This design comes from an exercise in tuning for small area, a short achievable clock period and few clock cycles per item on the open sky130 flow, not from production work. At most, simulation tests tie the RTL to the original design; equivalence was not proved. Power is estimated from default activity; no workload was simulated.

Design ook_dec, start of the top module:
module ook_dec (
    input  wire        clk,
    input  wire        rst,
    input  wire        dw_en,
    input  wire [3:0]  dw_idx,
    input  wire        dw_valid,
    input  wire [5:0]  dw_klen,
    input  wire [31:0] dw_key,
    input  wire [2:0]  dw_vlen,
    input  wire [31:0] dw_val,
    input  wire        in_valid,
    output wire        in_ready,
    input  wire        in_bit,
    input  wire        in_last,
    output wire        out_valid,
    input  wire        out_ready,
    output wire [1:0]  out_kind,
    output wire [7:0]  out_byte
);
Size: roughly 3200 cells after synthesis, roughly 1400 flip-flops, ~97 I/O pins, ~52000 um2 of cells after synthesis.
clock: 36.0 ns
lec_check: 0
cap_margin: 20
core_margin: 2
core_utilization: 60
slew_margin: 20
synth_hierarchical: 1
run.sh (not shown) runs the stock make flow with config.mk's settings and CLKGATE_MAP_FILE= SYNTH_SCRIPT=/design/flow/synth_recipe.tcl, a recipe that flattens the netlist after the stock synthesis.
The first run passed the timing, DRC and antenna checks.
==> next run, changes <==
==> flow/flow/run.sh (new file) <==
#!/bin/bash
set -euo pipefail
export BUFFER_PORTS_ARGS="-buffer_cell sky130_fd_sc_hd__buf_2"
bash standard.sh > run_standard.log 2>&1
==> flow/standard.sh (new file) <==
#!/bin/bash
# synth_recipe.tcl (not shown) runs the flow's synth.tcl, then flattens the netlist and writes it again
# the make line also repeats each setting of config.mk as NAME=value (left out here)
make -C /OpenROAD-flow-scripts/flow DESIGN_CONFIG=/design/flow/config.mk WORK_HOME=/design/flow/orfs CLKGATE_MAP_FILE= SYNTH_SCRIPT=/design/flow/synth_recipe.tcl "${@:-finish}"
removed: flow/run.sh
=> The changed run finished clean; non-clock buffer count climbs by 3; setup slack gets better by 0.37 ns; via count drops by 1.1%; sequential share of layout area climbs by 0.92 points; maximum frequency climbs by 4.4%; total power drops by 2.5%.
==> next run, changes <==
==> flow/run.sh (new file) <==
#!/bin/bash
# synth_recipe.tcl (not shown) runs the flow's synth.tcl, then flattens the netlist and writes it again
# the make line also repeats each setting of config.mk as NAME=value (left out here)
make -C /OpenROAD-flow-scripts/flow DESIGN_CONFIG=/design/flow/config.mk WORK_HOME=/design/flow/orfs CLKGATE_MAP_FILE= SYNTH_SCRIPT=/design/flow/synth_recipe.tcl finish
--- a/flow/config.mk
+++ b/flow/config.mk
@@ -9,4 +9,5 @@
 export CORE_MARGIN = 2
 export CORE_UTILIZATION = 60
+export CTS_BUF_LIST = sky130_fd_sc_hd__clkbuf_4 sky130_fd_sc_hd__clkbuf_8
 export SLEW_MARGIN = 20
 export SYNTH_HIERARCHICAL = 1
removed: flow/flow/run.sh
removed: flow/standard.sh
The changed run passed the timing, DRC and antenna checks.
Combinational power grows by about 1%.
First-iteration DRC count rose by 12%.
Register-to-register slack hardly moves.
Design area came out higher by 0.91%.
==> next run, changes <==
==> flow/flow/run.sh (new file) <==
#!/bin/bash
set -euo pipefail
export BUFFER_PORTS_ARGS="-buffer_cell sky130_fd_sc_hd__buf_2"
bash standard.sh > run_standard.log 2>&1
==> flow/standard.sh (new file) <==
#!/bin/bash
# synth_recipe.tcl (not shown) runs the flow's synth.tcl, then flattens the netlist and writes it again
# the make line also repeats each setting of config.mk as NAME=value (left out here)
make -C /OpenROAD-flow-scripts/flow DESIGN_CONFIG=/design/flow/config.mk WORK_HOME=/design/flow/orfs CLKGATE_MAP_FILE= SYNTH_SCRIPT=/design/flow/synth_recipe.tcl "${@:-finish}"
--- a/flow/config.mk
+++ b/flow/config.mk
@@ -9,5 +9,7 @@
 export CORE_MARGIN = 2
 export CORE_UTILIZATION = 60
-export CTS_BUF_LIST = sky130_fd_sc_hd__clkbuf_4 sky130_fd_sc_hd__clkbuf_8
+export CTS_CLUSTER_DIAMETER = 100
+export CTS_CLUSTER_SIZE = 24
+export GPL_TIMING_DRIVEN = 0
 export SLEW_MARGIN = 20
 export SYNTH_HIERARCHICAL = 1
removed: flow/run.sh
Result: First-iteration DRC count climbs by about a fifth; worst setup slack improved by 0.52 ns; final area went down by a few percent; register-to-register slack is worse by 0.46 ns; worst hold slack gains 0.0093 ns; wire length rose by a few percent.
No run of this note included a check of the RTL's function; only the layout flow was run.

* * *

Setup of lane 5:
The RTL this note starts from:
==> flow/design.v <==
module ook_dec_ohdec (
    input  wire [4:0]  wp1,
    output reg  [31:0] oh
);
    integer t;
    always @(*)
        for (t = 0; t < 32; t = t + 1)
            oh[t] = (wp1 == ((t + 1) % 32));
endmodule
module ook_dec_seldec (
    input  wire [3:0]  idx,
    input  wire [1:0]  b,
    output reg  [15:0] es,
    output reg  [3:0]  bs
);
    integer t;
    always @(*) begin
        for (t = 0; t < 16; t = t + 1) es[t] = (idx == t);
        for (t = 0; t < 4; t = t + 1)  bs[t] = (b == t);
    end
endmodule
module ook_dec_adv (
    input  wire ov,
    input  wire out_ready,
    output wire adv
);
    assign adv = !ov || out_ready;
endmodule
module ook_dec_advsel #(parameter integer W = 1) (
    input  wire         adv,
    input  wire [W-1:0] s1,
    input  wire [W-1:0] s0,
    output wire [W-1:0] y
);
    assign y = adv ? s1 : s0;
endmodule
module ook_dec (
    input  wire        clk,
    input  wire        rst,
    input  wire        dw_en,
    input  wire [3:0]  dw_idx,
    input  wire        dw_valid,
    input  wire [5:0]  dw_klen,
    input  wire [31:0] dw_key,
    input  wire [2:0]  dw_vlen,
    input  wire [31:0] dw_val,
    input  wire        in_valid,
    output wire        in_ready,
    input  wire        in_bit,
    input  wire        in_last,
    output wire        out_valid,
    input  wire        out_ready,
    output wire [1:0]  out_kind,
    output wire [7:0]  out_byte
);
    localparam integer NE = 16;
    localparam [1:0] K_BYTE = 2'd0, K_CLOSE = 2'd1, K_DONE = 2'd2;
    integer k;
    reg        rst_r;
    reg        dwr_en;
    reg [3:0]  dwr_idx;
    reg [2:0]  dwr_vlc;
    reg [4:0]  dwr_klen;
    reg [31:0] dwr_key;
    reg [31:0] dwr_val;
    always @(posedge clk) begin
        rst_r    <= rst;
        dwr_en   <= dw_en && !rst;
        dwr_idx  <= dw_idx;
        dwr_vlc  <= dw_valid ? dw_vlen : 3'b111;
        dwr_klen <= dw_klen[4:0];
        dwr_key  <= dw_key;
        dwr_val  <= dw_val;
    end
    reg [2:0]  d_vlc   [0:NE-1];
    reg [4:0]  d_klen  [0:NE-1];    
    reg [31:0] d_key   [0:NE-1];
    reg [31:0] d_val   [0:NE-1];
    always @(posedge clk) begin
        for (k = 0; k < NE; k = k + 1)
            if (dwr_en && dwr_idx == k) d_vlc[k] <= dwr_vlc;
            else if (rst_r)             d_vlc[k] <= 3'b111;
        if (dwr_en) begin
            d_klen[dwr_idx] <= dwr_klen;
            d_key[dwr_idx]  <= dwr_key;
            d_val[dwr_idx]  <= dwr_val;
        end
    end
    reg [NE-1:0] d_valid;
    always @(*)
        for (k = 0; k < NE; k = k + 1)
            d_valid[k] = !(d_vlc[k][2] && d_vlc[k][1:0] != 2'd0);
    reg        acc_r;      
    reg        bit_r, last_r;
    reg        rdy_r;
    assign in_ready = rdy_r;
    reg [31:0] sr;         
    reg [5:0]  n;          
    reg [5:0]  a;          
    reg [5:0]  wp1;        
    reg [NE-1:0] alv;      
    reg        bhit;       
    reg [3:0]  bidx;
    reg [5:0]  blen;
    reg        ended;      
    wire [31:0] oh;        
    ook_dec_ohdec u_oh (.wp1(wp1[4:0]), .oh(oh));
    reg [4:0]  q0, q1;     
    reg        qh, qt;
    reg [1:0]  qc;
    wire       qfull  = qc[1];
    wire       qempty = (qc == 2'd0);
    reg        ov;
    reg [1:0]  okind;
    reg [7:0]  obyte;
    reg [1:0]  bcnt;
    reg        topen;
    wire       adv_o, adv_s;                       
    ook_dec_adv u_adv_o (.ov(ov), .out_ready(out_ready), .adv(adv_o));
    ook_dec_adv u_adv_s (.ov(ov), .out_ready(out_ready), .adv(adv_s));
    wire       dshow = ov && okind == K_DONE;    
    wire a0    = (a == 6'd0);
    wire avail = !a0 || acc_r;
    wire [32:0] sr_x = {sr, bit_r};
    wire sbit  = sr_x[a];    
    wire fin   = ended ? (a == 6'd1) : (a0 && acc_r && last_r);
    reg [NE-1:0] m, comp, cont;
    always @(*) begin
        for (k = 0; k < NE; k = k + 1) begin
            m[k]    = d_valid[k] && alv[k] && ((|(d_key[k] & oh)) == sbit);
            comp[k] = m[k] && (d_klen[k] == wp1[4:0]);
            cont[k] = m[k] && (d_klen[k] != wp1[4:0]);
        end
    end
    reg [3:0] cidx;
    always @(*) begin
        cidx = 4'd0;
        for (k = NE - 1; k >= 0; k = k - 1)
            if (comp[k]) cidx = k[3:0];
    end
    wire chit = |comp;
    wire decide = avail && ((cont == {NE{1'b0}}) || fin);
    wire go     = avail && !(decide && qfull);
    wire push   = go && decide;
    wire       dhit = chit || bhit;
    wire [3:0] didx = chit ? cidx : bidx;
    wire [5:0] dlen = chit ? wp1 : bhit ? blen : 6'd1;
    wire [5:0] n_in = n + {5'd0, acc_r};
    always @(posedge clk) begin
        bit_r  <= in_bit;
        last_r <= in_last;
        if (acc_r) sr <= {sr[30:0], bit_r};
        acc_r <= in_valid && rdy_r && !rst;
        if (rst_r) begin
            rdy_r <= 1'b1;
            n     <= 6'd0;
            a     <= 6'd0;
            wp1   <= 6'd1;
            alv   <= {NE{1'b1}};
            bhit  <= 1'b0;
        end else begin
            rdy_r <= (n_in <= 6'd30) || (n_in == 6'd31 && !(in_valid && rdy_r));
            if (push) begin
                n    <= n_in - dlen;
                a    <= n_in - dlen;
                wp1  <= 6'd1;
                alv  <= {NE{1'b1}};
                bhit <= 1'b0;
            end else if (go) begin
                n    <= n_in;
                a    <= a + {5'd0, acc_r} - 6'd1;
                wp1  <= wp1 + 6'd1;
                alv  <= cont;
                if (chit) begin
                    bhit <= 1'b1;
                    bidx <= cidx;
                    blen <= wp1;
                end
            end else begin
                n    <= n_in;
                a    <= a + {5'd0, acc_r};
            end
        end
    end
    assign out_valid = ov;
    assign out_kind  = okind;
    assign out_byte  = obyte;
    wire [4:0]  head = qh ? q1 : q0;
    wire        hhit = head[4];
    wire [3:0]  hidx = head[3:0];
    wire [2:0]  hvl  = d_vlc[hidx];
    wire [15:0] es;
    wire [3:0]  bs;
    ook_dec_seldec u_sel (.idx(hidx), .b(bcnt), .es(es), .bs(bs));
    reg [31:0] hval;
    reg [7:0]  hbyte;
    always @(*) begin
        hval = 32'd0;
        for (k = 0; k < NE; k = k + 1)
            hval = hval | (d_val[k] & {32{es[k]}});
        hbyte = (hval[7:0]   & {8{bs[0]}}) | (hval[15:8]  & {8{bs[1]}}) |
                (hval[23:16] & {8{bs[2]}}) | (hval[31:24] & {8{bs[3]}});
    end
    wire hlast = !hhit || hvl == 3'd0 || {1'b0, bcnt} + 3'd1 == hvl;
    wire dcond = ended && (n == 6'd0) && qempty && !dshow;
    reg        nv, npop, ntopen;
    reg [1:0]  nk, nb;
    always @(*) begin
        nv     = 1'b0;
        nk     = K_BYTE;
        nb     = bcnt;
        npop   = 1'b0;
        ntopen = topen && !dshow;
        if (!qempty) begin
            npop = hlast;
            if (hhit) begin
                if (hvl != 3'd0) begin
                    nv     = 1'b1;
                    ntopen = 1'b1;
                    nb     = hlast ? 2'd0 : bcnt + 2'd1;
                end
            end else begin
                nv     = topen;
                nk     = K_CLOSE;
                ntopen = 1'b0;
            end
        end else if (dcond) begin
            nv = 1'b1;
            nk = K_DONE;
        end
    end
    wire [1:0] qc_a = qc + {1'b0, push};
    wire [8:0] st1 = {nv, nb, ntopen, qh ^ npop, qc_a - {1'b0, npop},
                      (acc_r && last_r) || (ended && !dshow)};
    wire [8:0] st0 = {ov, bcnt, topen, qh, qc_a,
                      (acc_r && last_r) || ended};
    wire [8:0] stn;
    ook_dec_advsel #(.W(9)) u_st (.adv(adv_s), .s1(st1), .s0(st0), .y(stn));
    always @(posedge clk) begin
        if (push && !qt) q0 <= {dhit, didx};
        if (push &&  qt) q1 <= {dhit, didx};
        if (adv_o) begin
            okind <= nk;
            obyte <= hbyte;
        end
        if (rst || rst_r) begin
            qt    <= 1'b0;
            {ov, bcnt, topen, qh, qc, ended} <= 9'd0;
        end else begin
            if (push) qt <= ~qt;
            {ov, bcnt, topen, qh, qc, ended} <= stn;
        end
    end
endmodule
==> flow/config.mk <==
export PLATFORM = sky130hd
export DESIGN_NAME = ook_dec
export DESIGN_NICKNAME = ook_dec
export VERILOG_FILES = /design/flow/design.v
export SDC_FILE = /design/flow/constraint.sdc
export NUM_CORES = 4
export LEC_CHECK = 0
export CAP_MARGIN = 5
export CORE_MARGIN = 2
export CORE_UTILIZATION = 60
export CTS_CLUSTER_DIAMETER = 100
export CTS_CLUSTER_SIZE = 30
export SLEW_MARGIN = 5
export SYNTH_HIERARCHICAL = 1
==> flow/constraint.sdc <==
create_clock -name core_clock -period 36.0 [get_ports {clk}]
set_input_delay 7.2000 -clock core_clock [delete_from_list [all_inputs] [get_ports {clk}]]
set_output_delay 7.2000 -clock core_clock [all_outputs]
set_load 0.01 [all_outputs]
standard.sh (not shown) runs the stock make flow with config.mk's settings and CLKGATE_MAP_FILE= SYNTH_SCRIPT=/design/flow/synth_recipe.tcl, a recipe that flattens the netlist after the stock synthesis.
==> flow/flow/run.sh <==
#!/bin/bash
set -euo pipefail
export BUFFER_PORTS_ARGS="-buffer_cell sky130_fd_sc_hd__buf_2"
bash standard.sh > run_standard.log 2>&1
Testbench counts of lane 5, summed over its fixed seeds: cycles 33,215, bits 32,818.
Setup changes, lane 5 to lane 2
Settings: changing CTS_CLUSTER_SIZE from 30 to 24.
Findings:
- Of lane 2 and lane 5, the higher clock group share of total power belongs to lane 2.
- Comparing lane 2 with lane 5, the multi-input gate share of total cell area came out essentially unchanged.
- Compare lane 2 and lane 5 | setup slack higher: lane 5
- Final cell area: lane 2 above lane 5
- As far as non-clock buffer count is concerned, lane 5 and lane 2 perform about the same.
- Routed wire length across lane 2 and lane 5: no real change.
- Wire length of the first global-routing pass in lane 2 is 740 um higher than in lane 5
- On non-clock buffer area fraction after layout, lane 2 and lane 5 are basically level.
- Lane 2 vs lane 5 on worst-margin pin slew: lane 2 is the higher one.
- Relative to lane 5, power has increased by about 1.6% in lane 2.

[what the ideal ports hide]
The flow's constraints put no driver on any port. The routed layouts listed below were extracted and timed again, unchanged, in two steps. Step 1 sets driving cells, clkbuf_16 on the clock port and buf_2 on the other inputs (assumed; they add their load-dependent delay and slew). Step 2, shift: input delay + t, output delay - t, t = (earliest + latest rising clock arrival at the registers) / 2. This alone moves slack from input paths to output paths. Three values: no drivers, after step 1, after step 2; two values: the first two.
| run | shift t [ns] | setup slack, ns | hold WS [ns] |
|---|---|---|---|
| the first run of note 1 | 0.809 | 27.150 / 27.085 / 26.703 | 0.475 / 0.475 / 0.475 |
| the second run of note 1 | 0.802 | 27.521 / 27.448 / 27.019 | 0.462 / 0.462 / 0.462 |
| the third run of note 1 | 0.938 | 27.011 / 26.946 / 26.713 | 0.475 / 0.475 / 0.475 |
| the fourth run of note 1 | 0.720 | 27.529 / 27.456 / 27.107 | 0.484 / 0.484 / 0.484 |
| lane 5 | 0.730 | 27.564 / 27.495 / 27.566 | 0.451 / 0.451 / 0.451 |
| lane 2 | 0.750 | 27.536 / 27.468 / 27.558 | 0.450 / 0.450 / 0.450 |
After both steps setup and hold are still met in every run listed. For the second run of note 1, which loses most, drivers alone change the setup slack by -0.073 ns; drivers and shift together by -0.502 ns.
